This design comes from an exercise in tuning for small area, a short achievable clock period and few clock cycles on the open sky130 flow, not from production work.
RTL that was checked went through simulation tests only; none was proved equivalent to the original.
Only the layout flow was run in run 7; the RTL was not checked for function there.
Power figures rest on the tool's default switching activity, not on a simulated workload.

## design.v

```verilog
module crcarc (
    input  wire        clk,
    input  wire        rst,         
    input  wire        cmd_valid,
    output wire        cmd_ready,
    input  wire [11:0] cmd,
    output reg         rsp_valid,
    output reg  [31:0] rsp
);
    localparam [3:0] OP_NOP       = 4'h0;
    localparam [3:0] OP_CRC_CLR   = 4'h1;
    localparam [3:0] OP_CRC_BYTE  = 4'h2;
    localparam [3:0] OP_DEC_START = 4'h3;
    localparam [3:0] OP_DEC_CHAR  = 4'h4;
    localparam [3:0] OP_HEX_START = 4'h5;
    localparam [3:0] OP_HEX_CHAR  = 4'h6;
    localparam [3:0] OP_HEX_CHECK = 4'h7;
    localparam [3:0] OP_RD        = 4'h8;
    localparam [2:0] D_IDLE  = 3'd0;
    localparam [2:0] D_RUN   = 3'd3;
    localparam [2:0] D_DONE  = 3'd4;
    localparam [2:0] D_DIGIT = 3'd1;
    localparam [2:0] D_POINT = 3'd2;
    localparam [2:0] D_CFG   = 3'd5;
    localparam [2:0] D_SEQ   = 3'd6;
    localparam [2:0] H_IDLE  = 3'd0;
    localparam [2:0] H_RUN   = 3'd1;
    localparam [2:0] H_DONE  = 3'd2;
    localparam [2:0] H_HEX   = 3'd3;
    localparam [2:0] H_LEN   = 3'd4;
    localparam [2:0] H_SEQ   = 3'd6;
    reg [15:0] crc;
    reg [14:0] acc_lo;
    reg [14:0] acc_hi;
    reg [3:0]  acc_c;       
    reg        acc_p;       
    reg [3:0]  digits;
    reg [3:0]  decimals;
    reg [3:0]  dpos;
    reg [2:0]  dcode;
    reg [15:0] hexv;
    reg [2:0]  hcnt;
    reg [2:0]  hcode;
    reg [15:0] calc;        
    reg        calc_v;
    reg        match;
    reg        ill;
    reg [11:0] cq;
    reg [2:0]  dq_lo;
    reg        dq_ci;
    reg        rsp_due;
    reg [4:0]  rsel;
    assign cmd_ready = 1'b1;
    wire [3:0] op  = cq[11:8];
    wire [7:0] arg = cq[7:0];
    reg [15:0] crc_next_byte;
    integer    i;
    always @(*) begin
        crc_next_byte = crc ^ {8'h00, arg};
        for (i = 0; i < 8; i = i + 1) begin
            if (crc_next_byte[0])
                crc_next_byte = (crc_next_byte >> 1) ^ 16'hA001;
            else
                crc_next_byte = crc_next_byte >> 1;
        end
    end
    wire       arg_is_digit = (arg[7:4] == 4'h3) && !(arg[3] && (arg[2] || arg[1]));
    wire       arg_is_point = (arg == 8'h2E);
    reg        cfg_legal;
    always @(*) begin
        case (arg[7:4])
            4'd1:    cfg_legal = (arg[3:0] <= 4'd8);
            4'd2:    cfg_legal = (arg[3:0] <= 4'd7);
            4'd3:    cfg_legal = (arg[3:0] <= 4'd6);
            4'd4:    cfg_legal = (arg[3:0] <= 4'd5);
            4'd5:    cfg_legal = (arg[3:0] <= 4'd4);
            4'd6:    cfg_legal = (arg[3:0] <= 4'd3);
            4'd7:    cfg_legal = (arg[3:0] <= 4'd2);
            4'd8:    cfg_legal = (arg[3:0] <= 4'd1);
            4'd9:    cfg_legal = (arg[3:0] == 4'd0);
            default: cfg_legal = 1'b0;
        endcase
    end
    wire       at_point     = (decimals != 4'd0) && (dpos == digits);
    wire       dec_last     = (decimals == 4'd0) ? (dpos + 4'd1 == digits)
                                                 : ({1'b0, dpos} == {1'b0, digits} + {1'b0, decimals});
    wire [3:0]  dig         = arg[3:0];
    wire [18:0] lo_next     = {1'b0, acc_lo, dq_lo}
                            + {3'b000, acc_lo, dig[3]}
                            + {18'd0, dq_ci};
    wire [14:0] hi_next     = {acc_hi[11:0], (acc_c[3] ? 3'd7 : acc_c[2:0])}
                            + {acc_hi[13:0], acc_c[3]}
                            + {14'd0, acc_c[3] & acc_c[0]};
    wire [29:0] acc         = {acc_hi, acc_lo};
    wire [1:0] dstate = (dcode == D_IDLE) ? 2'd0 :
                        (dcode == D_RUN)  ? 2'd1 :
                        (dcode == D_DONE) ? 2'd2 : 2'd3;
    wire [3:0] derrc  = (dstate == 2'd3) ? {1'b0, dcode} : 4'd0;
    wire       d_run  = (dcode == D_RUN);
    wire       d_err  = (dstate == 2'd3);
    wire       arg_is_alpha = (arg[7:6] == 2'b01) && (arg[4:3] == 2'b00)
                              && (arg[2:0] != 3'd0) && (arg[2:0] != 3'd7);
    wire       arg_is_hex   = arg_is_digit || arg_is_alpha;
    wire [3:0] hex_val      = arg[6] ? {1'b1, (arg[2:0] == 3'd1 || arg[2:0] == 3'd2) ? 1'b0 : 1'b1,
                                        (arg[2:0] == 3'd3 || arg[2:0] == 3'd4) ? 1'b0 : 1'b1, ~arg[0]}
                                     : arg[3:0];
    wire       h_err  = hcode[2] | (hcode[1] & hcode[0]);
    wire [1:0] hstate = h_err ? 2'd3 : hcode[1:0];
    wire [3:0] herrc  = h_err ? {1'b0, hcode} : 4'd0;
    wire       h_run  = (hcode == H_RUN);
    wire [31:0] status = {decimals, digits, 1'b0, hcnt, dpos, herrc, derrc,
                          2'b00, ill, match, hstate, dstate};
    wire [31:0] rsp_word = ({32{rsel[0]}} & {16'd0, crc})
               | ({32{rsel[1]}} & {2'd0, acc})
               | ({32{rsel[2]}} & {16'd0, hexv})
               | ({32{rsel[3]}} & {16'd0, calc})
               | ({32{rsel[4]}} & status);
    always @(posedge clk) begin
        cq[7:0] <= cmd[7:0];
        dq_lo   <= cmd[3] ? 3'd7 : cmd[2:0];
        dq_ci   <= cmd[3] & cmd[0];
        rsp     <= rsp_word;      
        rsel    <= 5'd0;
        if (op == OP_RD && arg[7:3] == 5'd0) begin
            rsel[0] <= (arg[2:0] == 3'd0);
            rsel[1] <= (arg[2:0] == 3'd1);
            rsel[2] <= (arg[2:0] == 3'd2);
            rsel[3] <= (arg[2:0] == 3'd3) && calc_v;
            rsel[4] <= (arg[2:0] == 3'd4);
        end
        if (rst) begin
            cq[11:8]  <= OP_NOP;
            crc       <= 16'd0;
            acc_lo    <= 15'd0;
            acc_hi    <= 15'd0;
            acc_c     <= 4'd0;
            acc_p     <= 1'b0;
            digits    <= 4'd0;
            decimals  <= 4'd0;
            dpos      <= 4'd0;
            dcode     <= D_IDLE;
            hexv      <= 16'd0;
            hcnt      <= 3'd0;
            hcode     <= H_IDLE;
            calc_v    <= 1'b0;
            match     <= 1'b0;
            ill       <= 1'b0;
            rsp_valid <= 1'b0;
            rsp_due   <= 1'b0;
        end else begin
            cq[11:8]  <= cmd_valid ? cmd[11:8] : OP_NOP;
            rsp_due   <= 1'b0;
            rsp_valid <= rsp_due;
            acc_p     <= 1'b0;
            if (acc_p)
                acc_hi <= hi_next;
            begin
                case (op)
                    OP_NOP: ;
                    OP_CRC_CLR:  crc <= 16'd0;
                    OP_CRC_BYTE: crc <= crc_next_byte;
                    OP_DEC_START: begin
                        digits   <= arg[7:4];
                        decimals <= arg[3:0];
                        acc_lo   <= 15'd0;
                        acc_hi   <= 15'd0;
                        acc_p    <= 1'b0;
                        dpos     <= 4'd0;
                        dcode    <= cfg_legal ? D_RUN : D_CFG;
                    end
                    OP_DEC_CHAR: begin
                        if (d_run) begin
                            if (at_point) begin
                                if (arg_is_point)
                                    dpos <= dpos + 4'd1;
                                else
                                    dcode <= D_POINT;
                            end else if (arg_is_digit) begin
                                acc_lo <= lo_next[14:0];
                                acc_c  <= lo_next[18:15];
                                acc_p  <= 1'b1;
                                dpos <= dpos + 4'd1;
                                if (dec_last)
                                    dcode <= D_DONE;
                            end else
                                dcode <= D_DIGIT;
                        end else if (!d_err)
                            dcode <= D_SEQ;
                    end
                    OP_HEX_START: begin
                        hexv  <= 16'd0;
                        hcnt  <= 3'd0;
                        calc_v <= 1'b0;
                        match <= 1'b0;
                        hcode <= H_RUN;
                    end
                    OP_HEX_CHAR: begin
                        if (h_run) begin
                            if (!arg_is_hex)
                                hcode <= H_HEX;
                            else if (hcnt == 3'd4)
                                hcode <= H_LEN;
                            else begin
                                hexv <= {hexv[11:0], hex_val};
                                hcnt <= hcnt + 3'd1;
                            end
                        end else if (!h_err)
                            hcode <= H_SEQ;
                    end
                    OP_HEX_CHECK: begin
                        if (h_run) begin
                            if (hcnt == 3'd4) begin
                                calc  <= crc;
                                calc_v <= 1'b1;
                                match <= (hexv == crc);
                                hcode <= H_DONE;
                            end else
                                hcode <= H_LEN;
                        end else if (!h_err)
                            hcode <= H_SEQ;
                    end
                    OP_RD: begin
                        rsp_due <= 1'b1;
                        if (arg > 8'h04)
                            ill <= 1'b1;
                    end
                    default: ill <= 1'b1;    
                endcase
            end
        end
    end
endmodule
```

## flow/run.sh

```bash
#!/bin/bash
# The standard layout (standard.sh, with the standard flow's synthesis unchanged), with
# two changes to how it is made:
#  - the port buffers are sky130_fd_sc_hd__buf_1 cells (every input and
#    output port still gets its own buffer; the resizer sizes them later);
#  - clock tree synthesis inserts no dummy load cells.
# Each tool's full output stays in orfs/logs; make's own output goes to
# standard.log in this folder.
set -euo pipefail
export BUFFER_PORTS_ARGS="-buffer_cell sky130_fd_sc_hd__buf_1"
export CTS_ARGS="-sink_clustering_enable -repair_clock_nets -sink_clustering_size 30 -buf_list sky130_fd_sc_hd__clkbuf_8 -dont_use_dummy_load"
bash standard.sh > standard.log 2>&1
```

## standard.sh

```bash
#!/bin/bash
# synth_recipe.tcl (not shown) runs the flow's synth.tcl, then flattens the netlist and writes it again
# the make line also repeats each setting of config.mk as NAME=value (left out here)
make -C /OpenROAD-flow-scripts/flow DESIGN_CONFIG=/design/flow/config.mk WORK_HOME=/design/flow/orfs CLKGATE_MAP_FILE= SYNTH_SCRIPT=/design/flow/synth_recipe.tcl "${@:-finish}"
```

## config.mk

```make
export PLATFORM = sky130hd
export DESIGN_NAME = crcarc
export DESIGN_NICKNAME = crcarc
export VERILOG_FILES = /design/flow/design.v
export SDC_FILE = /design/flow/constraint.sdc
export NUM_CORES = 4
export LEC_CHECK = 0
export ABC_AREA = 1
export CAP_MARGIN = 20
export CORE_MARGIN = 2
export CORE_UTILIZATION = 60
export CTS_BUF_LIST = sky130_fd_sc_hd__clkbuf_8
export CTS_CLUSTER_SIZE = 30
export SETUP_SLACK_MARGIN = 3.1
export SLEW_MARGIN = 20
```

## constraint.sdc

```tcl
create_clock -name core_clock -period 5.0 [get_ports {clk}]
set_input_delay 1.0000 -clock core_clock [delete_from_list [all_inputs] [get_ports {clk}]]
set_output_delay 1.0000 -clock core_clock [all_outputs]
set_load 0.01 [all_outputs]
```

==> results.json, run 1 <==
{
  "maxCapViolations": 0,
  "via_count": 8289,
  "setup_viol": 0,
  "synth-edff-count": 16,
  "cts-buffers-inserted": 17,
  "initial_utilization_pct": 60.8,
  "drv_slew": 0,
  "postSynthAreaPerCell_um2": 7.54,
  "grt_remaining_overflow": 0,
  "timing.critical_path.required_ps": 5380,
  "port_buffers": 47,
  "rsz_0062_raised_after_global_routing": "true",
  "ctsRootBufferMaster": "sky130_fd_sc_hd__clkbuf_8",
  "synth_area_mm2": 0.00873,
  "detailedRoute.firstPassIterationCount": 5,
  "cts_max_path_buffers": 2,
  "filler_cell_count": 1177,
  "clock_tree.htree_level_count": 4,
  "run_status": "timing/DRC/antenna clean",
  "drc": 0,
  "area_growth_pct": 21.1,
  "vdd.ir_drop.worst_v": 0.000167,
  "yosys_top_cell_area_share_pct": 33.5,
  "drt-total-wl_mm": 25.2,
  "ys_warns": 1,
  "dieHeight_um": 125,
  "drt_iter0_markers": 717,
  "ys.flop_type": "sky130_fd_sc_hd__dfxtp_1",
  "path_clk_slew_ps": 70,
  "synthesis.instances": 1158,
  "dp_hpwl_mm": 16.8,
  "timing_worst_slew_pin_value_ps": 680,
  "std_cell_rows": 44,
  "die-area_mm2": 0.0155,
  "synth_area_leaders": "sky130_fd_sc_hd__dfxtp_1, sky130_fd_sc_hd__nand2_1, sky130_fd_sc_hd__a21oi_1",
  "timing.slew.headroom_pct": 54.6,
  "final_layout_size_suffix_gt1_share_pct": 27.0,
  "criticalPathCategory": "reg2reg",
  "dieWidth_um": 125,
  "first_global_vias": 7423,
  "number_of_distinct_library_cells_after_synthesis": 60,
  "design.final.nets": 1297,
  "kind_of_start_point_of_the_critical_path": "flip-flop",
  "antenna_found_initial": 0,
  "clock_latency_ps": 470,
  "antenna_diode_count": 0,
  "cts_tree": "yes",
  "critical_path.max_fanout": 4,
  "total_leakage_power_nw": 4.33,
  "synth-async-reset-ratio_pct": 0,
  "stdcell_area_mm2": 0.0106,
  "placedInstanceArea_mm2": 0.00899,
  "final_cells": 1425,
  "fin_skew_ps": 20.8,
  "max_freq_ghz": 0.478,
  "synth_seq_area_share_pct": 39.0,
  "gpl.final_weighted_congestion": 0.879,
  "syn_nets": 1212,
  "preCtsSetupSlack_ps": 2500,
  "setup_ws_ps": 2910,
  "final_hold_viol_count": 0,
  "hold_path_class": "reg2reg",
  "synth_seq_cells": 162,
  "io-pin-count": 49,
  "worst-r2r-setup-slack_ps": 2910,
  "floorplan.core_area_mm2": 0.0144,
  "global_route_wire_length_before_repair_mm": 38.0,
  "pin_count_of_the_biggest_net_entering_global_routing": 48,
  "post-place-cells": 1356,
  "tritoncts_num_sinks": 162,
  "synth_top_area_cell": "sky130_fd_sc_hd__dfxtp_1",
  "layout_min_cycle_time_ps": 2090,
  "global_route.usage.total_pct": 30.6,
  "multiInputGateArea_mm2": 0.00532,
  "layout_worst_path_cycle_share_pct": 41.9,
  "vias_per_cell": 5.82,
  "cts_hold_buf": 0,
  "drt-wirelength-per-cell_um": 17.7,
  "utilization_pct": 73.6,
  "critical_path_at_ps": 2470,
  "worst_setup_path_end_kind": "flip-flop",
  "setup-tns-final_ps": 0,
  "detail-route-antenna-nets": 0,
  "seqCellArea_mm2": 0.00348,
  "power_density_mw_per_mm2": 211
}
-- report_power, final --
part	total (mW)	internal [mW]	switching [mW]
Clock	0.717	0.300	0.418
Combinational	0.168	0.0584	0.110
Sequential	1.35	1.32	0.0258
Total	2.23	1.68	0.553
-- logic make-up after synthesis --
kind of cell    after synthesis  synth area share, %
flops                       162                 39.0
xor+xnor                     35                 3.51
simple gates                474                 24.7
compound gates              270                 18.4
other cells                   1               0.0429
buf+inv                     177                 8.60
fa+ha+maj                    39                 5.85
-- critical path, stage by stage (launching register included) --
cell and delay [ps]:
sky130_fd_sc_hd__dfxtp_4 360, sky130_fd_sc_hd__ha_4 160, sky130_fd_sc_hd__fa_2 530, sky130_fd_sc_hd__nor2_1 50, sky130_fd_sc_hd__nor3_1 240, sky130_fd_sc_hd__nand4_1 160, sky130_fd_sc_hd__o21ai_2 190, sky130_fd_sc_hd__nand2_2 110
sky130_fd_sc_hd__inv_2 70, sky130_fd_sc_hd__nand2_1 40, sky130_fd_sc_hd__a21oi_1 110
-- cells in the mapped netlist (4+ instances only) --
master / count
sky130_fd_sc_hd__buf_6: 8
sky130_fd_sc_hd__xnor2_1: 17
sky130_fd_sc_hd__a31oi_1: 5
sky130_fd_sc_hd__o21ai_0: 59
sky130_fd_sc_hd__o211ai_1: 12
sky130_fd_sc_hd__o2111ai_1: 4
sky130_fd_sc_hd__o21ai_2: 5
sky130_fd_sc_hd__edfxtp_1: 16
sky130_fd_sc_hd__ha_1: 36
sky130_fd_sc_hd__nor2_2: 10
sky130_fd_sc_hd__o22ai_1: 8
sky130_fd_sc_hd__clkbuf_1: 19
sky130_fd_sc_hd__nand2_2: 10
sky130_fd_sc_hd__a21o_1: 6
sky130_fd_sc_hd__xor2_1: 18
sky130_fd_sc_hd__buf_4: 4
sky130_fd_sc_hd__inv_1: 121
sky130_fd_sc_hd__or2_2: 8
sky130_fd_sc_hd__inv_2: 16
sky130_fd_sc_hd__nand4_1: 19
sky130_fd_sc_hd__nand3_1: 63
sky130_fd_sc_hd__nor2_1: 69
sky130_fd_sc_hd__o21ai_1: 12
sky130_fd_sc_hd__nand2_4: 4
sky130_fd_sc_hd__dfxtp_1: 146
sky130_fd_sc_hd__nand2_1: 254
sky130_fd_sc_hd__a21oi_2: 5
sky130_fd_sc_hd__a21oi_1: 126
sky130_fd_sc_hd__a211oi_2: 10
sky130_fd_sc_hd__nand3b_1: 8
sky130_fd_sc_hd__nor3_1: 11
-- routing by layer --
metal | GRT usage (%) | part of all wire, %
met5 | 0 | 0
met2 | 46.6 | 46
met1 | 44.0 | 45
met4 | 11.8 | 2.6
met3 | 4.85 | 6.2
-- final cells by class --
class | count | area share [%]
sequential | 162 | 32.9
inverter | 142 | 5.33
tap | 184 | 2.18
timing repair buffer | 98 | 7.11
clock buffer | 17 | 2.21
multi-input combinational | 822 | 50.3
-- layout by cell type, fill, tap and decap left out, types with 15 or more instances in the layout --
cell                       count
sky130_fd_sc_hd__edfxtp_1     16
sky130_fd_sc_hd__o21ai_1      15
sky130_fd_sc_hd__nand4_1      19
sky130_fd_sc_hd__a21oi_2      17
sky130_fd_sc_hd__nand2_4      15
sky130_fd_sc_hd__dfxtp_1     102
sky130_fd_sc_hd__clkbuf_8     17
sky130_fd_sc_hd__inv_2        18
sky130_fd_sc_hd__buf_6        18
sky130_fd_sc_hd__xnor2_1      15
sky130_fd_sc_hd__buf_4        40
sky130_fd_sc_hd__dfxtp_2      35
sky130_fd_sc_hd__nand3_1      57
sky130_fd_sc_hd__buf_2        22
sky130_fd_sc_hd__nor2_1       61
sky130_fd_sc_hd__nand2_1     226
sky130_fd_sc_hd__nand2_2      27
sky130_fd_sc_hd__xor2_1       15
sky130_fd_sc_hd__a21oi_1     107
sky130_fd_sc_hd__o21ai_0      52
sky130_fd_sc_hd__ha_4         18
sky130_fd_sc_hd__inv_1       117
sky130_fd_sc_hd__ha_1         15
-- repair_timing --
action | 4_1_cts | 5_1_grt
resized for setup | 102 | 147
gates cloned | 3 | 2
setup endpoints to repair | 102 | 93
pin swaps | 31 | 52
setup buffers | 22 | 25
-- sequential cells by signal, summed over array words and instances (netlist names), 3 cells and up --
| name | cells |
|---|---|
| acc_c | 4 |
| cq | 12 |
| crc | 16 |
| dpos | 4 |
| acc_lo | 15 |
| dq_lo | 3 |
| hexv | 16 |
| digits | 4 |
| rsp | 32 |
| calc | 16 |
| dcode | 3 |
| rsel | 5 |
| hcode | 3 |
| acc_hi | 15 |
| hcnt | 3 |
| decimals | 4 |
-- final timing paths --
| path | start | end | depth (start not counted) |
|---|---|---|---|
| worst max-delay path | digits[0] | dcode[0] | 10 |
| worst min-delay path | rsp_due | rsp_valid | 2 |
| worst max register to register | digits[0] | dcode[0] | 10 |
| worst min register to register | rsp_due | rsp_valid | 2 |
-- per-stage QoR --
step                hold WS (ps)  power, mW
floorplan                    388       1.49
global placement             404       1.52
detailed placement           400       1.52
CTS                          412       2.22
global route                 456       2.31
finish                       410       2.23
Testbench counts, summed over its fixed seeds: cycles 16,202.
==> run 2, diff against run 1 <==
--- a/config.mk
+++ b/config.mk
@@ -13,3 +13,3 @@
 export CTS_CLUSTER_SIZE = 30
-export SETUP_SLACK_MARGIN = 3.1
+export SETUP_SLACK_MARGIN = 2.8
 export SLEW_MARGIN = 20
==> results.json, run 2 <==
{
  "worst-r2r-cell-count": 8,
  "critical_path_at_ps": 2470,
  "worst_setup_path_end_kind": "flip-flop",
  "layout_min_cycle_time_ps": 2140,
  "timing.slew.headroom_pct": 52.0,
  "maxCapViolations": 0,
  "std_cell_rows": 44,
  "synth_area_leaders": "sky130_fd_sc_hd__dfxtp_1, sky130_fd_sc_hd__nand2_1, sky130_fd_sc_hd__a21oi_1",
  "clock_latency_ps": 460,
  "synth_common_cells": "sky130_fd_sc_hd__nand2_1, sky130_fd_sc_hd__dfxtp_1, sky130_fd_sc_hd__a21oi_1",
  "vdd.ir_drop.worst_v": 0.000235,
  "kind_of_start_point_of_the_critical_path": "flip-flop",
  "timing.rr.start": "acc_lo[3]",
  "gpl.final_weighted_congestion": 0.897,
  "ys_warns": 1,
  "floorplan.core_area_mm2": 0.0144,
  "drt_iter0_markers": 701,
  "worst_hold_stages": 2,
  "synth-edff-count": 16,
  "dieHeight_um": 125,
  "worstSetupStartpoint": "acc_lo[3]",
  "r2r-end": "acc_c[2]",
  "detailedRoute.firstPassIterationCount": 5,
  "synth-async-reset-ratio_pct": 0,
  "detail-route-antenna-nets": 0,
  "run_status": "timing/DRC/antenna clean",
  "number_of_distinct_library_cells_after_synthesis": 60,
  "layout_worst_path_cycle_share_pct": 42.7,
  "largest-register": "rsp",
  "synth_seq_cells": 162,
  "antenna_found_initial": 0,
  "drc": 0,
  "timing.critical_path.required_ps": 5330,
  "drt-total-wl_mm": 22.9,
  "utilization_pct": 65.2,
  "dp_hpwl_mm": 16.8,
  "synthesis.instances": 1158,
  "synth_area_mm2": 0.00873,
  "port_buffers": 47,
  "cts_max_path_buffers": 2,
  "synth_seq_area_share_pct": 39.0,
  "setup_viol": 0,
  "pin_count_of_the_biggest_net_entering_global_routing": 42,
  "postSynthAreaPerCell_um2": 7.54,
  "worst-r2r-setup-slack_ps": 2860,
  "dieWidth_um": 125,
  "largest_register_ff_count": 32,
  "final_hold_viol_count": 0,
  "criticalPathCategory": "reg2reg",
  "die-area_mm2": 0.0155,
  "via_count": 7898,
  "hold_path_class": "reg2reg",
  "filler_cell_count": 1289,
  "critical_path.max_fanout": 5,
  "drv_slew": 0,
  "rsz_0062_raised_after_global_routing": "true",
  "first_global_vias": 7181,
  "ctsRootBufferMaster": "sky130_fd_sc_hd__clkbuf_8",
  "grt_remaining_overflow": 0,
  "ys.flop_type": "sky130_fd_sc_hd__dfxtp_1",
  "antenna_diode_count": 0,
  "max_freq_ghz": 0.468,
  "initial_utilization_pct": 60.8,
  "crit_path_end": "acc_c[2]",
  "vias_per_cell": 5.72,
  "power_density_mw_per_mm2": 237,
  "drt-wirelength-per-cell_um": 16.6,
  "global_route.usage.total_pct": 29.9,
  "final_layout_size_suffix_gt1_share_pct": 11.3,
  "tritoncts_num_sinks": 162,
  "final_cell_mix": "sky130_fd_sc_hd__nand2_1, sky130_fd_sc_hd__dfxtp_1, sky130_fd_sc_hd__a21oi_1, sky130_fd_sc_hd__inv_1, sky130_fd_sc_hd__nor2_1",
  "timing_worst_slew_pin_value_ps": 718,
  "total_leakage_power_nw": 3.89,
  "clock_tree.htree_level_count": 4,
  "fin_skew_ps": 24.2,
  "cts-buffers-inserted": 17,
  "yosys_top_cell_area_share_pct": 33.5,
  "cts_hold_buf": 0,
  "syn_nets": 1212,
  "path_clk_slew_ps": 80,
  "synth_top_area_cell": "sky130_fd_sc_hd__dfxtp_1",
  "global_route_wire_length_before_repair_mm": 37.0,
  "setup-tns-final_ps": 0,
  "finalPower_mw": 2.22,
  "cts_tree": "yes",
  "area_growth_pct": 7.21,
  "design.final.nets": 1253,
  "mostFrequentLayoutCell": "sky130_fd_sc_hd__nand2_1",
  "io-pin-count": 49,
  "synth_most_common_cell": "sky130_fd_sc_hd__nand2_1"
}
-- run 2: per-stage QoR --
| stage | instance area [µm²] | hold slack, ps | setup slack [ps] | std cells |
|---|---|---|---|---|
| global route | 9360 | 458 | 2700 | 1381 |
| floorplan | 8740 | 388 | 2910 | 1158 |
| CTS | 9240 | 431 | 2810 | 1377 |
| detailed placement | 8950 | 429 | 2500 | 1356 |
| global placement | 8950 | 428 | 2550 | 1356 |
| finish | 9360 | 433 | 2860 | 1381 |
-- run 2: cells by family after synthesis --
group | count (synthesis) | synth area share [%]
simple gates | 474 | 24.7
compound gates | 270 | 18.4
buf+inv | 177 | 8.60
flops | 162 | 39.0
fa+ha+maj | 39 | 5.85
xor+xnor | 35 | 3.51
other cells | 1 | 0.0429
-- run 2: final cells by class --
type / instances / area, µm² / share of cell area, %
repair buffers: 56 / 258 / 2.75
well taps: 184 / 230 / 2.46
multi-input cells: 820 / 4680 / 50.0
flip-flops and latches: 162 / 3410 / 36.5
inverters: 142 / 541 / 5.77
clock buffers: 17 / 234 / 2.50
-- run 2: where the power goes --
| part | leakage (nW) | internal (mW) | switching [mW] | total [mW] |
|---|---|---|---|---|
| clock | 0.122 | 0.300 | 0.418 | 0.718 |
| sequential | 1.33 | 1.32 | 0.0255 | 1.35 |
| combinational | 2.43 | 0.0499 | 0.101 | 0.151 |
-- run 2: how the worst min path moves through the flow --
stage	endpoint	from
floorplan	rsp_valid	rsp_due
global placement	rsp_valid	rsp_due
detailed placement	rsp_valid	rsp_due
CTS	rsp_valid	rsp_due
global route	rsp_valid	rsp_due
finish	rsp_valid	rsp_due
-- run 2: routing by layer --
metal  GRT usage [%]  wire length, µm
met1            43.8            10700
met5               0                0
met2            46.0            10200
met4            6.87              337
met3            5.80             1610
-- run 2: critical path: stages, from the launching register on --
cell and delay, ps:
sky130_fd_sc_hd__dfxtp_1 400, sky130_fd_sc_hd__ha_1 400, sky130_fd_sc_hd__nand2_1 110, sky130_fd_sc_hd__nor2_1 150, sky130_fd_sc_hd__nand2_1 110, sky130_fd_sc_hd__o311ai_1 540, sky130_fd_sc_hd__nand3_1 130, sky130_fd_sc_hd__o211ai_1 110
sky130_fd_sc_hd__nor2_1 50
-- run 2: what timing repair did --
| item | in CTS | in global routing |
|---|---|---|
| gates cloned | 1 | 0 |
| buffers inserted | 3 | 4 |
| endpoints found under the hold margin | 0 | 0 |
| pin swaps | 3 | 5 |
| setup endpoints to repair | 9 | 40 |
| gates resized for setup | 6 | 23 |
==> run 3, diff against run 2 <==
--- a/config.mk
+++ b/config.mk
@@ -13,3 +13,3 @@
 export CTS_CLUSTER_SIZE = 30
-export SETUP_SLACK_MARGIN = 2.8
+export SETUP_SLACK_MARGIN = 2.7
 export SLEW_MARGIN = 20
==> results.json, run 3 <==
{
  "setup_viol": 0,
  "design.final.nets": 1252,
  "detailedRoute.firstPassIterationCount": 5,
  "final_hold_viol_count": 0,
  "synthXorXnorAreaFrac_pct": 3.51,
  "synth_compound_area_share_pct": 18.4,
  "synth_seq_area_share_pct": 39.0,
  "antenna_diode_count": 0,
  "cts_tree": "yes",
  "synth_simple_gate_area_share_pct": 24.7,
  "final_layout_size_suffix_gt1_share_pct": 9.78,
  "yosys-mux-area-fraction_pct": 0,
  "drt-total-wl_mm": 22.6,
  "synthesis.instances": 1158,
  "clock_latency_ps": 470,
  "clock_tree.htree_level_count": 4,
  "antenna_found_initial": 0,
  "cts_max_path_buffers": 2,
  "synth_common_cells": "sky130_fd_sc_hd__nand2_1, sky130_fd_sc_hd__dfxtp_1, sky130_fd_sc_hd__a21oi_1",
  "final_cells": 1380,
  "via_count": 7768,
  "timing_worst_slew_pin_value_ps": 861,
  "dieWidth_um": 125,
  "path_clk_slew_ps": 90,
  "synth_most_common_cell": "sky130_fd_sc_hd__nand2_1",
  "largest-register": "rsp",
  "grt_remaining_overflow": 0,
  "rsz_0062_raised_after_global_routing": "true",
  "cts_hold_buf": 0,
  "synth_top_area_cell": "sky130_fd_sc_hd__dfxtp_1",
  "synth_seq_cells": 162,
  "area_growth_pct": 6.48,
  "syn_nets": 1212,
  "std_cell_rows": 44,
  "drv_slew": 0,
  "global_route.usage.total_pct": 29.1,
  "layout_min_cycle_time_ps": 2140,
  "max_freq_ghz": 0.468,
  "detail-route-antenna-nets": 0,
  "timing.critical_path.required_ps": 5080,
  "total_leakage_power_nw": 3.89,
  "pin_count_of_the_biggest_net_entering_global_routing": 47,
  "synth-async-reset-ratio_pct": 0,
  "first_global_vias": 6927,
  "cts-buffers-inserted": 17,
  "power_density_mw_per_mm2": 238,
  "gpl.final_weighted_congestion": 0.930,
  "ctsRootBufferMaster": "sky130_fd_sc_hd__clkbuf_8",
  "filler_cell_count": 1301,
  "final_cell_mix": "sky130_fd_sc_hd__nand2_1, sky130_fd_sc_hd__dfxtp_1, sky130_fd_sc_hd__a21oi_1, sky130_fd_sc_hd__inv_1, sky130_fd_sc_hd__nor2_1",
  "drt_iter0_markers": 770,
  "drt-wirelength-per-cell_um": 16.4,
  "setup_ws_ps": 2860,
  "post-place-cells": 1356,
  "synth_fa_ha_area_share_pct": 5.85,
  "maxCapViolations": 0,
  "timing.slew.headroom_pct": 42.5,
  "number_of_distinct_library_cells_after_synthesis": 60,
  "vdd.ir_drop.worst_v": 0.000182,
  "die-area_mm2": 0.0155,
  "vias_per_cell": 5.63,
  "kind_of_start_point_of_the_critical_path": "flip-flop",
  "initial_utilization_pct": 60.8,
  "port_buffers": 47,
  "main_combinational_cell_family_by_area_after_synthesis": "simple AND/OR/NAND/NOR gates",
  "fin_skew_ps": 43.5,
  "critical_path_at_ps": 2210,
  "synth_area_leaders": "sky130_fd_sc_hd__dfxtp_1, sky130_fd_sc_hd__nand2_1, sky130_fd_sc_hd__a21oi_1",
  "largest_register_ff_count": 32,
  "layout_worst_path_cycle_share_pct": 42.8,
  "synth_area_mm2": 0.00873,
  "critical_path.max_fanout": 16,
  "ys.flop_type": "sky130_fd_sc_hd__dfxtp_1",
  "yosys_top_cell_area_share_pct": 33.5,
  "criticalPathCategory": "reg2reg",
  "tritoncts_num_sinks": 162,
  "synth-edff-count": 16,
  "preCtsSetupSlack_ps": 2540,
  "postSynthAreaPerCell_um2": 7.54,
  "drc": 0,
  "worst_setup_path_end_kind": "flip-flop",
  "floorplan.core_area_mm2": 0.0144,
  "global_route_wire_length_before_repair_mm": 35.9,
  "io-pin-count": 49,
  "dieHeight_um": 125,
  "run_status": "timing/DRC/antenna clean",
  "mostFrequentLayoutCell": "sky130_fd_sc_hd__nand2_1",
  "setup-tns-final_ps": 0,
  "worst-r2r-setup-slack_ps": 2860,
  "hold_path_class": "reg2reg",
  "dp_hpwl_mm": 16.7,
  "ys_warns": 1
}
[run 3: cell counts after synthesis]
Identical to the previous run, type by type.
[run 3: timing repair]
item	CTS	global route
buffers inserted	0	6
pin swaps	0	6
resized for setup	2	10
cloned	0	1
setup endpoints to repair	4	30
[run 3: through the flow]
step	hold WS, ps	total power [mW]	util [%]	area (µm²)
3_3_place_gp	411	1.52	62.3	8950
3_5_place_dp	396	1.52	62.3	8950
4_1_cts	389	2.22	63.9	9190
6_report	388	2.21	64.7	9300
5_1_grt	408	2.29	64.7	9300
2_1_floorplan	388	1.48	-	8730
[run 3: area by class of cell]
class	count	area, µm²	share of cell area [%]
Clock buffer	17	234	2.52
Tap cell	184	230	2.48
Inverter	142	541	5.81
Sequential cell	162	3410	36.7
Multi-Input combinational cell	820	4630	49.8
Timing Repair Buffer	55	254	2.73
[run 3: worst max-delay path, cell delays in order (launching register included)]
cell and delay [ps]:
sky130_fd_sc_hd__dfxtp_1 330, sky130_fd_sc_hd__inv_1 120, sky130_fd_sc_hd__ha_1 160, sky130_fd_sc_hd__nand2_1 120, sky130_fd_sc_hd__nor2_1 210, sky130_fd_sc_hd__nand2_1 150
sky130_fd_sc_hd__nor2_2 680
[run 3: logic make-up (layout without fill, tap and decap cells)]
kind of cell / Yosys count / count (layout)
AO/OA/AOI/OAI: 270 / 270
XOR/XNOR: 35 / 35
adder cells (fa/ha/maj): 39 / 39
buffers and inverters: 177 / 214
flip-flops: 162 / 162
other: 1 / 1
AND/OR/NAND/NOR: 474 / 475
[run 3: worst paths after layout]
path	startpoint	endpoint	depth (start not counted)
max reg2reg	hcnt[0]	calc[13]	6
min	rsp_due	rsp_valid	2
min reg2reg	rsp_due	rsp_valid	2
max	hcnt[0]	calc[13]	6
[run 3: power by group]
part	total, mW	leakage (nW)	internal (mW)	switching [mW]
Clock	0.717	0.122	0.300	0.417
Sequential	1.35	1.33	1.32	0.0242
Combinational	0.147	2.43	0.0482	0.0990
Total	2.21	3.89	1.67	0.540
[run 3: metal layers]
| metal | track usage [%] | vias up | wire, µm |
|---|---|---|---|
| met5 | 0 | - | 0 |
| met4 | 6.68 | 0 | 234 |
| met3 | 4.64 | 19 | 1180 |
| met2 | 44.5 | 225 | 10200 |
| met1 | 43.3 | 3576 | 11000 |
| li1 | - | 3948 | - |
==> run 4, diff against run 3 <==
--- a/config.mk
+++ b/config.mk
@@ -13,3 +13,3 @@
 export CTS_CLUSTER_SIZE = 30
-export SETUP_SLACK_MARGIN = 2.7
+export SETUP_SLACK_MARGIN = 2.9
 export SLEW_MARGIN = 20
==> results.json, run 4 <==
{
  "run_status": "timing/DRC/antenna clean",
  "synth_most_common_cell": "sky130_fd_sc_hd__nand2_1",
  "global_route.usage.total_pct": 30.1,
  "final_cells": 1391,
  "synth_common_cells": "sky130_fd_sc_hd__nand2_1, sky130_fd_sc_hd__dfxtp_1, sky130_fd_sc_hd__a21oi_1",
  "final_hold_viol_count": 0,
  "holdCritStartpoint": "rsp_due",
  "grt_remaining_overflow": 0,
  "timing_worst_slew_pin_value_ps": 701,
  "drc": 0,
  "post-place-cells": 1356,
  "final_layout_size_suffix_gt1_share_pct": 13.7,
  "mostFrequentLayoutCell": "sky130_fd_sc_hd__nand2_1",
  "filler_cell_count": 1264,
  "synthesis.instances": 1158,
  "critical_path_at_ps": 2380,
  "hold_path_class": "reg2reg",
  "yosys_top_cell_area_share_pct": 33.5,
  "crit_path_cells": "ha_1 > a21oi_2 > o21ai_0 > a21oi_1 > o311ai_2 > nor3_1 > nor2_1",
  "detail-route-antenna-nets": 0,
  "synth-edff-count": 16,
  "rsz_0062_raised_after_global_routing": "true",
  "cts_tree": "yes",
  "first_global_vias": 7220,
  "criticalPathCategory": "reg2reg",
  "detailedRoute.firstPassIterationCount": 6,
  "ys.flop_type": "sky130_fd_sc_hd__dfxtp_1",
  "gpl.final_weighted_congestion": 0.897,
  "clock_latency_ps": 470,
  "global_route_wire_length_before_repair_mm": 37.2,
  "pin_count_of_the_biggest_net_entering_global_routing": 42,
  "area_growth_pct": 9.47,
  "setup_viol": 0,
  "drt_iter0_markers": 640,
  "preCtsSetupSlack_ps": 2500,
  "drv_slew": 0,
  "maxCapViolations": 0,
  "clock_tree.htree_level_count": 4,
  "die-area_mm2": 0.0155,
  "timing.slew.headroom_pct": 53.1,
  "critPathSlowestCell": "sky130_fd_sc_hd__dfxtp_1",
  "postSynthAreaPerCell_um2": 7.54,
  "layout_worst_path_cycle_share_pct": 41.0,
  "drt-wirelength-per-cell_um": 16.7,
  "io-pin-count": 49,
  "synth_area_leaders": "sky130_fd_sc_hd__dfxtp_1, sky130_fd_sc_hd__nand2_1, sky130_fd_sc_hd__a21oi_1",
  "synth_seq_area_share_pct": 39.0,
  "total_leakage_power_nw": 3.94,
  "synth_area_mm2": 0.00873,
  "vias_per_cell": 5.73,
  "tritoncts_num_sinks": 162,
  "design.final.nets": 1263,
  "initial_utilization_pct": 60.8,
  "worstSetupStartpoint": "acc_lo[7]",
  "max_freq_ghz": 0.488,
  "path_clk_slew_ps": 80,
  "via_count": 7964,
  "largest-register": "rsp",
  "critical_path.max_fanout": 6,
  "dieWidth_um": 125,
  "placedInstanceArea_mm2": 0.00895,
  "fin_skew_ps": 29.0,
  "largest_register_ff_count": 32,
  "vdd.ir_drop.worst_v": 0.000233,
  "std_cell_rows": 44,
  "ys_warns": 1,
  "syn_nets": 1212,
  "synth_seq_cells": 162,
  "timing.rr.start": "acc_lo[7]",
  "stdcell_area_mm2": 0.00956,
  "synth_top_area_cell": "sky130_fd_sc_hd__dfxtp_1",
  "antenna_diode_count": 0,
  "cts_hold_buf": 0,
  "floorplan.core_area_mm2": 0.0144,
  "ctsRootBufferMaster": "sky130_fd_sc_hd__clkbuf_8",
  "setup_ws_ps": 2950,
  "drt-total-wl_mm": 23.3,
  "layout_min_cycle_time_ps": 2050,
  "final_cell_mix": "sky130_fd_sc_hd__nand2_1, sky130_fd_sc_hd__dfxtp_1, sky130_fd_sc_hd__inv_1, sky130_fd_sc_hd__a21oi_1, sky130_fd_sc_hd__nor2_1",
  "kind_of_start_point_of_the_critical_path": "flip-flop",
  "holdWs_ps": 439,
  "power_density_mw_per_mm2": 232,
  "antenna_found_initial": 0,
  "setup-tns-final_ps": 0,
  "cts_max_path_buffers": 2,
  "number_of_distinct_library_cells_after_synthesis": 60,
  "timing.critical_path.required_ps": 5340,
  "worst_setup_path_end_kind": "flip-flop",
  "synth-async-reset-ratio_pct": 0,
  "dieHeight_um": 125,
  "port_buffers": 47,
  "cts-buffers-inserted": 17,
  "critPathMaxStageDelay_ps": 470,
  "dp_hpwl_mm": 16.8
}
==> run 4: cell counts after synthesis <==
No cell type changed its count.
==> run 4: timing repair <==
action,4_1_cts,5_1_grt
setup endpoints to repair,32,34
resized for setup,19,38
pin swaps,8,22
buffers inserted,7,10
cloned,1,0
==> run 4: power breakdown <==
group	leakage [nW]	switching [mW]	internal, mW
sequential	1.33	0.0252	1.32
combinational	2.48	0.102	0.0519
clock	0.122	0.418	0.300
==> run 4: path summary, 6_finish.rpt <==
check              end  slack [ps]  cells after the start
max reg2reg   acc_c[2]        2950                      7
max           acc_c[2]        2950                      7
min reg2reg  rsp_valid         440                      2
min          rsp_valid         440                      2
==> run 4: kinds of logic after synthesis <==
group           after synthesis  share of synthesized area, %
fa+ha+maj                    39                          5.85
other cells                   1                        0.0429
simple gates                474                          24.7
buf+inv                     177                          8.60
flops                       162                          39.0
xor+xnor                     35                          3.51
compound gates              270                          18.4
==> run 4: area by class of cell <==
cell class                 instances  area (µm²)  area share (%)
multi-input combinational        820        4780            50.0
clock buffer                      17         234            2.45
sequential                       162        3430            35.9
tap                              184         230            2.41
inverter                         142         543            5.68
timing repair buffer              66         349            3.65
==> run 4: metal layers <==
metal,global-route usage [%],vias up,part of all wire (%)
met5,0,-,0
met3,5.41,34,7.2
met4,7.14,0,1.7
li1,-,3981,-
met1,44.1,3654,46
met2,46.3,295,45
==> run 4: per-stage QoR <==
step	utilization, %	total power, mW
final	66.5	2.22
after global routing	66.5	2.31
after CTS	64.8	2.23
after detailed placement	62.3	1.52
after global placement	62.3	1.52
after floorplan	-	1.48
==> run 4: worst max-delay path, delay by kind of cell, from the launching register on <==
kind	cells	cell delay [ps]
AO/OA/AOI/OAI	4	870
adder cells (fa/ha/maj)	1	350
flip-flops	1	470
AND/OR/NAND/NOR	2	230
==> run 5, diff against run 4 <==
--- a/config.mk
+++ b/config.mk
@@ -10,3 +10,3 @@
 export CORE_MARGIN = 2
-export CORE_UTILIZATION = 60
+export CORE_UTILIZATION = 50
 export CTS_BUF_LIST = sky130_fd_sc_hd__clkbuf_8
==> results.json, run 5 <==
{
  "crit_family": "compound AO/OA/AOI/OAI gates",
  "grt_remaining_overflow": 0,
  "cts_hold_buf": 0,
  "run_status": "timing/DRC/antenna clean",
  "drt_iter0_markers": 442,
  "synth_area_mm2": 0.00873,
  "power_density_mw_per_mm2": 228,
  "first_global_vias": 7180,
  "detail-route-antenna-nets": 0,
  "mostFrequentLayoutCell": "sky130_fd_sc_hd__nand2_1",
  "kind_of_start_point_of_the_critical_path": "flip-flop",
  "setup-tns-final_ps": 0,
  "worst-r2r-cell-count": 9,
  "ys.flop_type": "sky130_fd_sc_hd__dfxtp_1",
  "seqCellArea_mm2": 0.00343,
  "worstSetupStartpoint": "acc_lo[7]",
  "antenna_found_initial": 0,
  "layout_worst_path_cycle_share_pct": 40.5,
  "rsz_0062_raised_after_global_routing": "true",
  "postSynthAreaPerCell_um2": 7.54,
  "synth_most_common_cell": "sky130_fd_sc_hd__nand2_1",
  "drv_slew": 0,
  "floorplan.core_area_mm2": 0.0172,
  "cts_max_path_buffers": 2,
  "crit_path_cells": "ha_1 > nand2_1 > o21ai_0 > a211oi_2 > nand2_4 > nand2_2 > nand3_2 > o211ai_1 > inv_1",
  "vdd.ir_drop.worst_v": 0.000187,
  "synth_top_area_cell": "sky130_fd_sc_hd__dfxtp_1",
  "clock_tree.htree_level_count": 4,
  "synth_common_cells": "sky130_fd_sc_hd__nand2_1, sky130_fd_sc_hd__dfxtp_1, sky130_fd_sc_hd__a21oi_1",
  "hold_path_class": "reg2reg",
  "final_cell_mix": "sky130_fd_sc_hd__nand2_1, sky130_fd_sc_hd__dfxtp_1, sky130_fd_sc_hd__inv_1, sky130_fd_sc_hd__a21oi_1, sky130_fd_sc_hd__nor2_1",
  "vias_per_cell": 5.51,
  "cts_tree": "yes",
  "crit_path_end": "acc_c[1]",
  "timing_worst_slew_pin_value_ps": 735,
  "cts-buffers-inserted": 17,
  "multiInputGateArea_mm2": 0.00488,
  "tritoncts_num_sinks": 162,
  "pin_count_of_the_biggest_net_entering_global_routing": 38,
  "maxCapViolations": 0,
  "io-pin-count": 49,
  "ys_warns": 1,
  "critical_path_at_ps": 2390,
  "synthesis.instances": 1158,
  "global_route.usage.total_pct": 26.8,
  "filler_cell_count": 1723,
  "syn_nets": 1212,
  "layout_min_cycle_time_ps": 2020,
  "timing.slew.headroom_pct": 50.9,
  "ctsRootBufferMaster": "sky130_fd_sc_hd__clkbuf_8",
  "setup_viol": 0,
  "drt-total-wl_mm": 24.4,
  "fin_skew_ps": 25.1,
  "detailedRoute.firstPassIterationCount": 5,
  "gpl.final_weighted_congestion": 0.936,
  "largest-register": "rsp",
  "critPathSlowestCell": "sky130_fd_sc_hd__dfxtp_1",
  "clock_latency_ps": 470,
  "dp_hpwl_mm": 17.8,
  "dieWidth_um": 136,
  "max_freq_ghz": 0.494,
  "synth-edff-count": 16,
  "timing.rr.start": "acc_lo[7]",
  "initial_utilization_pct": 50.8,
  "critical_path_buf_inv_count": 1,
  "worst-r2r-setup-slack_ps": 2980,
  "final_hold_viol_count": 0,
  "worst-path-stages": 9,
  "area_growth_pct": 11.7,
  "largest_register_ff_count": 32,
  "r2r-end": "acc_c[1]",
  "drc": 0,
  "port_buffers": 47,
  "antenna_diode_count": 0,
  "critPathMaxStageDelay_ps": 500,
  "synth-async-reset-ratio_pct": 0,
  "total_leakage_power_nw": 3.95,
  "utilization_pct": 56.8,
  "design.final.nets": 1268,
  "timing.critical_path.required_ps": 5370,
  "criticalPathCategory": "reg2reg",
  "worst_setup_path_end_kind": "flip-flop",
  "yosys_top_cell_area_share_pct": 33.5,
  "std_cell_rows": 48,
  "number_of_distinct_library_cells_after_synthesis": 60,
  "dieHeight_um": 136,
  "final_layout_size_suffix_gt1_share_pct": 15.1,
  "synth_seq_cells": 162,
  "via_count": 7916,
  "critical_path.max_fanout": 6,
  "synth_seq_area_share_pct": 39.0,
  "global_route_wire_length_before_repair_mm": 38.0,
  "die-area_mm2": 0.0185,
  "drt-wirelength-per-cell_um": 16.9,
  "synth_area_leaders": "sky130_fd_sc_hd__dfxtp_1, sky130_fd_sc_hd__nand2_1, sky130_fd_sc_hd__a21oi_1",
  "path_clk_slew_ps": 80
}
-- run 5: cell families after synthesis --
group,synth area share [%]
simple gates,24.7
flops,39.0
fa+ha+maj,5.85
xor+xnor,3.51
buf+inv,8.60
other cells,0.0429
compound gates,18.4
-- run 5: metal layers --
metal  vias to the layer above  global-route usage (%)  wire length, µm
met5                         -                       0                0
met2                       187                    40.3            10700
li1                       3982                       -                -
met4                         0                    8.91              530
met1                      3712                    38.8            12100
met3                        35                    4.62              946
-- run 5: layout make-up --
cell class	instances	share of cell area (%)
well taps	225	2.89
repair buffers	71	3.84
clock buffers	17	2.40
multi-input cells	820	50.0
inverters	142	5.66
flip-flops and latches	162	35.2
-- run 5: tightest hold or removal path, stage by stage, from the launching register on --
cell and delay (ps):
sky130_fd_sc_hd__dfxtp_1 300, sky130_fd_sc_hd__inv_1 40, sky130_fd_sc_hd__nor2_1 30
-- run 5: repair_timing --
item                       CTS  global route
resized for setup           15            63
setup buffers                4            18
setup endpoints to repair   43            54
gates cloned                 1             0
pin swaps                    5            28
-- run 5: through the flow --
stage          worst slack [ps]  power (mW)  hold slack [ps]  cells  cell area [µm²]
2_1_floorplan              2910        1.48              388   1158             8740
3_3_place_gp               2470        1.52              403   1397             9000
3_5_place_dp               2450        1.52              399   1397             9000
4_1_cts                    2860        2.23              413   1419             9340
5_1_grt                    2800        2.31              433   1437             9750
6_report                   2980        2.23              407   1437             9750
-- run 5: worst min-delay path by stage --
stage | startpoint | endpoint | slack [ps] | depth (start not counted)
6_report | rsp_due | rsp_valid | 410 | 2
5_1_grt | rsp_due | rsp_valid | 430 | 2
4_1_cts | rsp_due | rsp_valid | 410 | 2
3_5_place_dp | rsp_due | rsp_valid | 400 | 2
3_3_place_gp | rsp_due | rsp_valid | 400 | 2
2_1_floorplan | rsp_due | rsp_valid | 390 | 2
-- run 5: power by group --
part / switching, mW / internal [mW] / leakage [nW]
Clock: 0.424 / 0.300 / 0.122
Sequential: 0.0250 / 1.32 / 1.34
Combinational: 0.104 / 0.0529 / 2.49
Total: 0.553 / 1.68 / 3.95
==> run 6, diff against run 5 <==
--- a/config.mk
+++ b/config.mk
@@ -10,3 +10,3 @@
 export CORE_MARGIN = 2
-export CORE_UTILIZATION = 50
+export CORE_UTILIZATION = 70
 export CTS_BUF_LIST = sky130_fd_sc_hd__clkbuf_8
==> results.json, run 6 <==
{
  "std_cell_rows": 40,
  "hold_path_class": "reg2reg",
  "antenna_diode_count": 0,
  "synth_common_cells": "sky130_fd_sc_hd__nand2_1, sky130_fd_sc_hd__dfxtp_1, sky130_fd_sc_hd__a21oi_1",
  "drt-total-wl_mm": 23.6,
  "synth_most_common_cell": "sky130_fd_sc_hd__nand2_1",
  "worst-r2r-setup-slack_ps": 2950,
  "synth_top_area_cell": "sky130_fd_sc_hd__dfxtp_1",
  "path_clk_slew_ps": 80,
  "largest-register": "rsp",
  "cts_hold_buf": 0,
  "synth-edff-count": 16,
  "drt-wirelength-per-cell_um": 17.2,
  "dieWidth_um": 116,
  "synth_seq_cells": 162,
  "synth-async-reset-ratio_pct": 0,
  "via_count": 8279,
  "setup-tns-final_ps": 0,
  "vias_per_cell": 6.02,
  "first_global_vias": 7449,
  "run_status": "timing/DRC/antenna clean",
  "io-pin-count": 49,
  "placedInstanceArea_mm2": 0.00893,
  "worst-r2r-cell-count": 12,
  "worst_setup_path_end_kind": "flip-flop",
  "power.net_switching_mw": 0.543,
  "final_cells": 1375,
  "port_buffers": 47,
  "global_route.usage.total_pct": 35.1,
  "internal_power_mw": 1.68,
  "ys_warns": 1,
  "cts_max_path_buffers": 2,
  "power.share.switching_pct": 24.5,
  "die-area_mm2": 0.0134,
  "dieHeight_um": 116,
  "combinationalPowerShare_pct": 7.1,
  "maxCapViolations": 0,
  "timing.critical_path.required_ps": 5360,
  "r2r-end": "acc_c[3]",
  "worstSetupStartpoint": "cq[3]",
  "syn_nets": 1212,
  "dp_hpwl_mm": 16.6,
  "grt_remaining_overflow": 0,
  "initial_utilization_pct": 72.1,
  "number_of_distinct_library_cells_after_synthesis": 60,
  "synth_seq_area_share_pct": 39.0,
  "setup_viol": 0,
  "ctsRootBufferMaster": "sky130_fd_sc_hd__clkbuf_8",
  "postSynthAreaPerCell_um2": 7.54,
  "max_freq_ghz": 0.487,
  "vdd.ir_drop.worst_v": 0.000242,
  "yosys_top_cell_area_share_pct": 33.5,
  "layout_min_cycle_time_ps": 2050,
  "drv_slew": 0,
  "largest_register_ff_count": 32,
  "synth_area_mm2": 0.00873,
  "rsz_0062_raised_after_global_routing": "true",
  "kind_of_start_point_of_the_critical_path": "flip-flop",
  "fin_skew_ps": 22.2,
  "tritoncts_num_sinks": 162,
  "final_hold_viol_count": 0,
  "detailedRoute.firstPassIterationCount": 8,
  "timing.rr.start": "cq[3]",
  "antenna_found_initial": 0,
  "floorplan.core_area_mm2": 0.0121,
  "critical_path.max_fanout": 4,
  "total_leakage_power_nw": 3.94,
  "criticalPathCategory": "reg2reg",
  "gpl.final_weighted_congestion": 0.962,
  "final_cell_mix": "sky130_fd_sc_hd__nand2_1, sky130_fd_sc_hd__dfxtp_1, sky130_fd_sc_hd__a21oi_1, sky130_fd_sc_hd__inv_1, sky130_fd_sc_hd__nor2_1",
  "clock_power_share_pct": 32.1,
  "p_seq_share_pct": 60.8,
  "synth_area_leaders": "sky130_fd_sc_hd__dfxtp_1, sky130_fd_sc_hd__nand2_1, sky130_fd_sc_hd__a21oi_1",
  "ys.flop_type": "sky130_fd_sc_hd__dfxtp_1",
  "final_layout_size_suffix_gt1_share_pct": 13.7,
  "area_growth_pct": 9.30,
  "critical_path_at_ps": 2410,
  "design.final.nets": 1263,
  "drc": 0,
  "clock_tree.htree_level_count": 4,
  "preCtsSetupSlack_ps": 2490,
  "pin_count_of_the_biggest_net_entering_global_routing": 43,
  "power_density_mw_per_mm2": 233,
  "mostFrequentLayoutCell": "sky130_fd_sc_hd__nand2_1",
  "drt_iter0_markers": 1144,
  "cts_tree": "yes",
  "post-place-cells": 1340,
  "timing.slew.headroom_pct": 54.9,
  "utilization_pct": 78.8,
  "synthesis.instances": 1158,
  "setup_ws_ps": 2950,
  "global_route_wire_length_before_repair_mm": 36.4,
  "detail-route-antenna-nets": 0,
  "layout_worst_path_cycle_share_pct": 41.0,
  "stdcell_area_mm2": 0.00954,
  "timing_worst_slew_pin_value_ps": 674,
  "clock_latency_ps": 460,
  "crit_path_end": "acc_c[3]",
  "cts-buffers-inserted": 17
}
run 6: what timing repair did:
action | 4_1_cts | 5_1_grt
setup buffers | 4 | 13
cloned | 1 | 0
pin swaps | 3 | 19
gates resized for setup | 11 | 48
endpoints found under the setup margin | 31 | 56
run 6: cells by family after synthesis:
kind of cell / after synthesis / synth area share (%)
adder cells (fa/ha/maj): 39 / 5.85
AND/OR/NAND/NOR: 474 / 24.7
flip-flops: 162 / 39.0
buffers and inverters: 177 / 8.60
XOR/XNOR: 35 / 3.51
AO/OA/AOI/OAI: 270 / 18.4
other: 1 / 0.0429
run 6: final cells by class:
cell class | instances | area (µm²)
fillers | 904 | 2570
repair buffers | 66 | 345
flip-flops and latches | 162 | 3430
multi-input cells | 820 | 4780
well taps | 168 | 210
clock buffers | 17 | 234
inverters | 142 | 548
run 6: how the worst min path moves through the flow:
stage                      startpoint         to  slack (ps)  depth (start not counted)
final                     decimals[3]    rsp[31]         470                          2
after global routing          rsp_due  rsp_valid         470                          2
after CTS                     rsp_due  rsp_valid         440                          2
after detailed placement      rsp_due  rsp_valid         430                          2
after global placement        rsp_due  rsp_valid         430                          2
after floorplan               rsp_due  rsp_valid         390                          2
run 6: metal layers:
metal	part of all wire [%]	up-vias	track usage (%)	routed length, µm
met5	0	-	0	0
met3	9.1	69	6.90	2150
met4	2.6	0	11.6	607
li1	-	3969	-	-
met1	42	3802	48.1	9930
met2	46	439	56.1	10900
run 6: metrics by stage:
step           power, mW  hold slack [ps]
2_1_floorplan       1.48              388
3_3_place_gp        1.52              426
3_5_place_dp        1.52              434
4_1_cts             2.21              435
5_1_grt             2.29              467
6_report            2.22              466
run 6: power by group through the flow:
stage	clock network, mW	registers [mW]	logic, mW
final	0.713	1.35	0.158
after global routing	0.761	1.35	0.176
after CTS	0.713	1.35	0.147
after detailed placement	0	1.38	0.141
after global placement	0	1.38	0.138
after floorplan	0	1.37	0.119
run 6: worst max-delay path, stage by stage (launching register included):
cell                      delay, ps
sky130_fd_sc_hd__dfxtp_4        360
sky130_fd_sc_hd__fa_2           240
sky130_fd_sc_hd__inv_4           50
sky130_fd_sc_hd__fa_2           410
sky130_fd_sc_hd__o21ai_2        180
sky130_fd_sc_hd__nand2_1         80
sky130_fd_sc_hd__nand2_2        100
sky130_fd_sc_hd__nand2_2         70
sky130_fd_sc_hd__nand2_2         90
sky130_fd_sc_hd__nand3_2         90
sky130_fd_sc_hd__nand2_2         70
sky130_fd_sc_hd__nand4_1         70
sky130_fd_sc_hd__a21oi_1        160
==> run 7, diff against run 6 <==
--- a/design.v
+++ b/design.v
@@ -50,4 +50,2 @@
     reg        dq_ci;
-    reg        rsp_due;
-    reg [4:0]  rsel;
     assign cmd_ready = 1'b1;
@@ -112,7 +110,13 @@
                           2'b00, ill, match, hstate, dstate};
-    wire [31:0] rsp_word = ({32{rsel[0]}} & {16'd0, crc})
-               | ({32{rsel[1]}} & {2'd0, acc})
-               | ({32{rsel[2]}} & {16'd0, hexv})
-               | ({32{rsel[3]}} & {16'd0, calc})
-               | ({32{rsel[4]}} & status);
+    reg  [31:0] rsp_word;
+    always @(*) begin
+        case (arg)
+            8'h00:   rsp_word = {16'd0, crc};
+            8'h01:   rsp_word = {2'd0, acc_p ? hi_next : acc_hi, acc_lo};
+            8'h02:   rsp_word = {16'd0, hexv};
+            8'h03:   rsp_word = calc_v ? {16'd0, calc} : 32'd0;
+            8'h04:   rsp_word = status;
+            default: rsp_word = 32'd0;
+        endcase
+    end
     always @(posedge clk) begin
@@ -122,10 +126,4 @@
         rsp     <= rsp_word;      
-        rsel    <= 5'd0;
-        if (op == OP_RD && arg[7:3] == 5'd0) begin
-            rsel[0] <= (arg[2:0] == 3'd0);
-            rsel[1] <= (arg[2:0] == 3'd1);
-            rsel[2] <= (arg[2:0] == 3'd2);
-            rsel[3] <= (arg[2:0] == 3'd3) && calc_v;
-            rsel[4] <= (arg[2:0] == 3'd4);
-        end
+        if (op == OP_HEX_CHECK && h_run && hcnt == 3'd4)
+            calc <= crc;          
         if (rst) begin
@@ -148,7 +146,5 @@
             rsp_valid <= 1'b0;
-            rsp_due   <= 1'b0;
         end else begin
             cq[11:8]  <= cmd_valid ? cmd[11:8] : OP_NOP;
-            rsp_due   <= 1'b0;
-            rsp_valid <= rsp_due;
+            rsp_valid <= 1'b0;
             acc_p     <= 1'b0;
@@ -212,3 +208,2 @@
                             if (hcnt == 3'd4) begin
-                                calc  <= crc;
                                 calc_v <= 1'b1;
@@ -222,3 +217,3 @@
                     OP_RD: begin
-                        rsp_due <= 1'b1;
+                        rsp_valid <= 1'b1;
                         if (arg > 8'h04)
--- a/config.mk
+++ b/config.mk
@@ -10,3 +10,3 @@
 export CORE_MARGIN = 2
-export CORE_UTILIZATION = 70
+export CORE_UTILIZATION = 60
 export CTS_BUF_LIST = sky130_fd_sc_hd__clkbuf_8
==> results.json, run 7 <==
{
  "run_status": "timing/DRC/antenna clean",
  "clock_latency_ps": 470,
  "gpl.final_weighted_congestion": 0.943,
  "synth_common_cells": "sky130_fd_sc_hd__nand2_1, sky130_fd_sc_hd__dfxtp_1, sky130_fd_sc_hd__inv_1",
  "criticalPathCategory": "reg2reg",
  "layout_min_cycle_time_ps": 2130,
  "largest-register": "rsp",
  "dieWidth_um": 123,
  "rsz_0062_raised_after_global_routing": "true",
  "grt_remaining_overflow": 0,
  "yosys_top_cell_area_share_pct": 32.9,
  "vias_per_cell": 5.70,
  "initial_utilization_pct": 61.3,
  "final_cell_mix": "sky130_fd_sc_hd__nand2_1, sky130_fd_sc_hd__dfxtp_1, sky130_fd_sc_hd__inv_1, sky130_fd_sc_hd__a21oi_1, sky130_fd_sc_hd__nor2_1",
  "synth_area_leaders": "sky130_fd_sc_hd__dfxtp_1, sky130_fd_sc_hd__nand2_1, sky130_fd_sc_hd__a21oi_1",
  "vdd.ir_drop.worst_v": 0.000146,
  "io-pin-count": 49,
  "tritoncts_num_sinks": 156,
  "antenna_diode_count": 0,
  "drv_slew": 0,
  "layout_worst_path_cycle_share_pct": 42.6,
  "cts_tree": "yes",
  "number_of_distinct_library_cells_after_synthesis": 52,
  "power_density_mw_per_mm2": 229,
  "max_freq_ghz": 0.469,
  "die-area_mm2": 0.0152,
  "drt-wirelength-per-cell_um": 16.9,
  "hold_path_class": "reg2reg",
  "filler_cell_count": 1206,
  "detailedRoute.firstPassIterationCount": 6,
  "design.final.nets": 1240,
  "critical_path.max_fanout": 5,
  "dieHeight_um": 123,
  "worst_setup_path_end_kind": "flip-flop",
  "drt_iter0_markers": 545,
  "synth_seq_area_share_pct": 38.6,
  "clock_tree.htree_level_count": 4,
  "cts-buffers-inserted": 17,
  "wl_met1_mm": 10.8,
  "preCtsSetupSlack_ps": 2400,
  "critical_path_at_ps": 2440,
  "total_leakage_power_nw": 3.83,
  "setup_viol": 0,
  "std_cell_rows": 43,
  "ys.flop_type": "sky130_fd_sc_hd__dfxtp_1",
  "dp_hpwl_mm": 16.5,
  "cts_max_path_buffers": 2,
  "postSynthAreaPerCell_um2": 7.57,
  "cts_hold_buf": 0,
  "drc": 0,
  "final_hold_viol_count": 0,
  "syn_nets": 1179,
  "setup-tns-final_ps": 0,
  "global_route_wire_length_before_repair_mm": 35.9,
  "synth_area_mm2": 0.00851,
  "synth_most_common_cell": "sky130_fd_sc_hd__nand2_1",
  "pin_count_of_the_biggest_net_entering_global_routing": 61,
  "final_layout_size_suffix_gt1_share_pct": 15.7,
  "synthesis.instances": 1125,
  "first_global_vias": 6900,
  "met3_length_mm": 1.25,
  "area_growth_pct": 11.1,
  "antenna_found_initial": 0,
  "mostFrequentLayoutCell": "sky130_fd_sc_hd__nand2_1",
  "kind_of_start_point_of_the_critical_path": "flip-flop",
  "timing_worst_slew_pin_value_ps": 794,
  "ys_warns": 1,
  "synth_top_area_cell": "sky130_fd_sc_hd__dfxtp_1",
  "maxCapViolations": 0,
  "synth-edff-count": 16,
  "via_count": 7775,
  "floorplan.core_area_mm2": 0.0139,
  "detail-route-antenna-nets": 0,
  "timing.critical_path.required_ps": 5310,
  "wl_met2_mm": 10.4,
  "port_buffers": 47,
  "path_clk_slew_ps": 70,
  "synth_seq_cells": 156,
  "timing.slew.headroom_pct": 47.1,
  "setup_ws_ps": 2870,
  "routed.top_layer": "met4",
  "largest_register_ff_count": 32,
  "drt-total-wl_mm": 23.0,
  "fin_skew_ps": 38.6,
  "synth-async-reset-ratio_pct": 0,
  "ctsRootBufferMaster": "sky130_fd_sc_hd__clkbuf_8",
  "global_route.usage.total_pct": 31.1
}
[run 7: cell count changes after synthesis, moves of 6 or more]
cell,previous run,this run
sky130_fd_sc_hd__a21oi_1,126,114
sky130_fd_sc_hd__xnor2_1,17,29
sky130_fd_sc_hd__nand4_1,19,12
sky130_fd_sc_hd__inv_2,16,10
sky130_fd_sc_hd__nor2_2,10,2
sky130_fd_sc_hd__o21ai_0,59,53
sky130_fd_sc_hd__nor2_1,69,75
sky130_fd_sc_hd__a22oi_1,0,10
sky130_fd_sc_hd__dfxtp_1,146,140
[run 7: per-layer routing]
layer | up-vias | GRT usage [%]
met4 | 0 | 10.7
met5 | - | 0
met3 | 51 | 4.94
li1 | 3877 | -
met1 | 3588 | 43.6
met2 | 259 | 48.8
[run 7: cell families after synthesis]
group / after synthesis / synth area share [%]
simple gates: 463 / 24.3
compound gates: 251 / 17.7
buf+inv: 165 / 8.09
flops: 156 / 38.6
xor+xnor: 49 / 5.13
fa+ha+maj: 39 / 6.00
other cells: 1 / 0.0441
mux: 1 / 0.118
[run 7: timing repair]
item / CTS / global route
setup buffers: 17 / 7
endpoints found under the setup margin: 73 / 65
resized for setup: 36 / 60
pin swaps: 14 / 30
cloned: 1 / 0
[run 7: metrics by stage]
step | power [mW] | util, % | area [µm²] | hold slack [ps] | std cells
after floorplan | 1.44 | - | 8520 | 407 | 1125
after global placement | 1.48 | 63.1 | 8760 | 446 | 1322
after detailed placement | 1.48 | 63.1 | 8760 | 450 | 1322
after CTS | 2.16 | 66.6 | 9240 | 466 | 1357
after global routing | 2.24 | 68.1 | 9460 | 502 | 1364
final | 2.17 | 68.1 | 9460 | 464 | 1364
[run 7: power by group]
group | leakage [nW] | internal [mW] | switching [mW] | total, mW
Sequential | 1.29 | 1.27 | 0.0222 | 1.30
Clock | 0.122 | 0.299 | 0.409 | 0.708
Combinational | 2.42 | 0.0527 | 0.108 | 0.161
Total | 3.83 | 1.63 | 0.539 | 2.17
[run 7: layout make-up]
type | instances | area, µm² | share of cell area [%]
well taps | 180 | 225 | 2.38
flip-flops and latches | 156 | 3320 | 35.1
inverters | 130 | 495 | 5.24
multi-input cells | 805 | 4780 | 50.6
clock buffers | 17 | 234 | 2.47
repair buffers | 76 | 399 | 4.22
[run 7: critical path, stage by stage (launching register included)]
cell                      delay (ps)
sky130_fd_sc_hd__dfxtp_4         380
sky130_fd_sc_hd__ha_4            140
sky130_fd_sc_hd__inv_2            30
sky130_fd_sc_hd__fa_2            330
sky130_fd_sc_hd__or2_2           320
sky130_fd_sc_hd__nand2_2          70
sky130_fd_sc_hd__xor2_1           70
sky130_fd_sc_hd__nor3_2          210
sky130_fd_sc_hd__nand3_2         120
sky130_fd_sc_hd__nand3_2         120
sky130_fd_sc_hd__nand2_4          80
sky130_fd_sc_hd__nand2_2          80
sky130_fd_sc_hd__a21oi_2          50
[run 7: path summary, 6_finish.rpt]
path / from / endpoint / slack, ps / depth (start not counted)
max: digits[0] / dcode[0] / 2870 / 12
min: calc[7] / rsp[7] / 460 / 2
max reg2reg: digits[0] / dcode[0] / 2870 / 12
min reg2reg: calc[7] / rsp[7] / 460 / 2

-- re-timing with driven ports --
The flow's constraints put no driver on any port. The routed layouts listed below were extracted and timed again, unchanged, in two steps.
Step 1: set_driving_cell puts a clkbuf_16 on clk and a buf_2 on each other input, an assumption about the parent block.
Step 2 adds t to the input delays and takes it off the output delays; t is the mean of the earliest and latest rising clock arrival at the registers after step 1. Input paths then give back, and output paths get back, about the clock's delay inside the block.
a / b / c = ideal / step 1 / step 2; a / b = the first two.
run	t, ns	slack for setup (ns)	worst data-port slew with drivers (ns)
run 1	0.502	2.907 / 2.907 / 2.641	0.03
run 2	0.489	2.864 / 2.864 / 2.559	0.03
run 3	0.492	2.862 / 2.862 / 2.590	0.03
run 4	0.490	2.952 / 2.952 / 2.546	0.03
run 5	0.503	2.977 / 2.977 / 2.559	0.03
run 6	0.489	2.949 / 2.949 / 2.548	0.03
run 7	0.495	2.870 / 2.870 / 2.560	0.03
After both steps every run listed still meets setup and hold. For run 5, which loses most, drivers alone change the setup slack by 0.000 ns; drivers and shift together by -0.418 ns.
